From an optimization exercise on the open Yosys and OpenROAD flow, aimed at small area; shortcuts taken in it are not production practice. The RTL was checked by simulation tests, not by an equivalence proof against the original design. No activity file was given, so power comes from the tool's default toggle rates.

// tdp1_core
module tdp1_core #(
    parameter integer MAX_PULSES    = 8,
    parameter integer T_IDLE        = 200,
    parameter integer SAMPLE_PERIOD = 2,
    parameter         REST_LEVEL    = 1'b0,
    parameter integer FIFO_DEPTH    = 1
) (
    input  wire        clk,
    input  wire        rst,
    input  wire        rx_ir,
    input  wire        rx_rf,
    output wire        tx_out,
    output reg         tx_mode,
    input  wire        cmd_valid,
    input  wire [39:0] cmd_data,
    output wire        cmd_ready,
    input  wire        dir_valid,
    input  wire        dir_found,
    output reg         rsp_valid,
    output wire [7:0]  rsp_code,
    output reg  [31:0] rsp_data,
    input  wire        ld_valid,
    input  wire [7:0]  ld_data,
    input  wire        ld_last,
    input  wire        ld_err,
    output wire        ld_ready,
    output reg         ld_abort,
    output wire        out_valid,
    output reg  [7:0]  out_data,
    output wire        out_last,
    input  wire        out_ready,
    input  wire        out_fail,
    output wire        out_mode,
    output wire        out_trunc,
    output wire [30:0] out_index,
    output reg  [1:0]  ser_state,
    output reg  [15:0] range_errs,
    output reg  [15:0] store_fails,
    output reg  [15:0] pkts_out,
    output reg  [1:0]  ser_last,
    output wire [15:0] next_seq,
    output wire [30:0] file_ctr
);
Settings: LEC_CHECK=0, CAP_MARGIN=20, CORE_MARGIN=2, CORE_UTILIZATION=65, CTS_BUF_LIST=sky130_fd_sc_hd__clkbuf_4 sky130_fd_sc_hd__clkbuf_8, SLEW_MARGIN=20; clock period 100.0 ns.
standard.sh (not shown) runs the stock make flow with config.mk's settings and CLKGATE_MAP_FILE= SYNTH_SCRIPT=/design/flow/synth_recipe.tcl, a recipe that flattens the netlist after the stock synthesis.
==> flow/flow/run.sh <==
#!/bin/bash
set -e
export CTS_ARGS="-sink_clustering_enable -repair_clock_nets -dont_use_dummy_load -buf_list {sky130_fd_sc_hd__clkbuf_4 sky130_fd_sc_hd__clkbuf_8}"
export BUFFER_PORTS_ARGS="-buffer_cell sky130_fd_sc_hd__buf_1"
bash standard.sh > standard_flow.log 2>&1
The starting point finished with timing, DRC and antenna clean.
Edit:
==> flow/flow/run.sh (replaced) <==
#!/bin/bash
set -e
export CTS_ARGS="-sink_clustering_enable -repair_clock_nets -dont_use_dummy_load -sink_clustering_size 16 -sink_clustering_max_diameter 40 -buf_list {sky130_fd_sc_hd__clkbuf_16}"
export BUFFER_PORTS_ARGS="-buffer_cell sky130_fd_sc_hd__buf_1"
bash standard.sh > standard_flow.log 2>&1
CTS_BUF_LIST = sky130_fd_sc_hd__clkbuf_16   (was sky130_fd_sc_hd__clkbuf_4 sky130_fd_sc_hd__clkbuf_8)
After rerunning: Final area rises by 1.5%; power rises by 9.0%; area after synthesis stays the same; die area stays the same; clock power rises by 26%; global-route usage rises by 0.61 points; routed wire length rises by 2.0%; clock skew falls by 0.045 ns; non-clock buffer count rises by 2; sequential power barely changes.
Edit:
==> flow/flow/run.sh (replaced) <==
#!/bin/bash
set -e
export CTS_ARGS="-sink_clustering_enable -repair_clock_nets -dont_use_dummy_load -sink_clustering_size 20 -sink_clustering_max_diameter 50 -buf_list {sky130_fd_sc_hd__clkbuf_8 sky130_fd_sc_hd__clkbuf_16}"
export BUFFER_PORTS_ARGS="-buffer_cell sky130_fd_sc_hd__buf_1"
bash standard.sh > standard_flow.log 2>&1
CTS_BUF_LIST = sky130_fd_sc_hd__clkbuf_8 sky130_fd_sc_hd__clkbuf_16   (was sky130_fd_sc_hd__clkbuf_16)
Worst setup slack degrades by 0.015 ns.
Wire length came out lower by 1.2%.
Power goes down by 4.5%.
Maximum frequency barely changes.
Sequential power hardly moves.
Worst hold slack gets worse by 0.023 ns.
Edit:
==> flow/run.sh (new file) <==
#!/bin/bash
# synth_recipe.tcl (not shown) runs the flow's synth.tcl, then flattens the netlist and writes it again
# the make line also repeats each setting of config.mk as NAME=value (left out here)
make -C /OpenROAD-flow-scripts/flow DESIGN_CONFIG=/design/flow/config.mk WORK_HOME=/design/flow/orfs CLKGATE_MAP_FILE= SYNTH_SCRIPT=/design/flow/synth_recipe.tcl finish
CTS_BUF_LIST = sky130_fd_sc_hd__clkbuf_4 sky130_fd_sc_hd__clkbuf_8   (was sky130_fd_sc_hd__clkbuf_8 sky130_fd_sc_hd__clkbuf_16)
removed: flow/flow/run.sh
removed: flow/standard.sh
Clock power rose by about a fifth.
Clock skew fell by 0.019 ns.
Synthesized area is unchanged.
Die area does not change.
Routed wire length is about the same.
Via count rose slightly.
Edit:
==> flow/flow/run.sh (new file) <==
#!/bin/bash
set -e
export CTS_ARGS="-sink_clustering_enable -repair_clock_nets -dont_use_dummy_load -buf_list {sky130_fd_sc_hd__clkbuf_8 sky130_fd_sc_hd__clkbuf_16}"
export BUFFER_PORTS_ARGS="-buffer_cell sky130_fd_sc_hd__buf_1"
bash standard.sh > standard_flow.log 2>&1
==> flow/standard.sh (new file) <==
#!/bin/bash
# synth_recipe.tcl (not shown) runs the flow's synth.tcl, then flattens the netlist and writes it again
# the make line also repeats each setting of config.mk as NAME=value (left out here)
make -C /OpenROAD-flow-scripts/flow DESIGN_CONFIG=/design/flow/config.mk WORK_HOME=/design/flow/orfs CLKGATE_MAP_FILE= SYNTH_SCRIPT=/design/flow/synth_recipe.tcl "${@:-finish}"
CTS_BUF_LIST = sky130_fd_sc_hd__clkbuf_8 sky130_fd_sc_hd__clkbuf_16   (was sky130_fd_sc_hd__clkbuf_4 sky130_fd_sc_hd__clkbuf_8)
removed: flow/run.sh
Global-route usage goes up by 0.38 points.
Wire length goes up by 0.68%.
Clock skew goes up by 0.054 ns.
Total power goes down by 3.7%.
Final area goes down by 3.1%.
Flip-flop and latch count is unchanged.
First-iteration DRC count goes down by 4.4%.

static timing again, ports no longer ideal:
No port has a modelled driver above. Below, the same layouts with a new extraction and two added sets of constraints.
Step 1, drivers: a clkbuf_16 drives clk and a buf_2 each remaining input, both assumed.
Step 2 times the ports against the registers' clock, not the clock port: input delays grow and output delays shrink by t, the midpoint of the rising clock arrivals with the driver on.
a / b / c = ideal ports / drivers / drivers and shift; a / b = the first two.
run	t, ns	setup WS [ns]	worst slew at a driven data input, ns
the first run	0.949	58.447 / 58.419 / 58.419	0.14
the second run	0.832	58.443 / 58.415 / 58.415	0.15
the third run	0.822	58.428 / 58.400 / 58.400	0.13
the fourth run	1.002	57.802 / 57.779 / 57.779	0.14
the fifth run	0.814	58.431 / 58.403 / 58.403	0.13
After both steps every run listed still meets setup and hold.
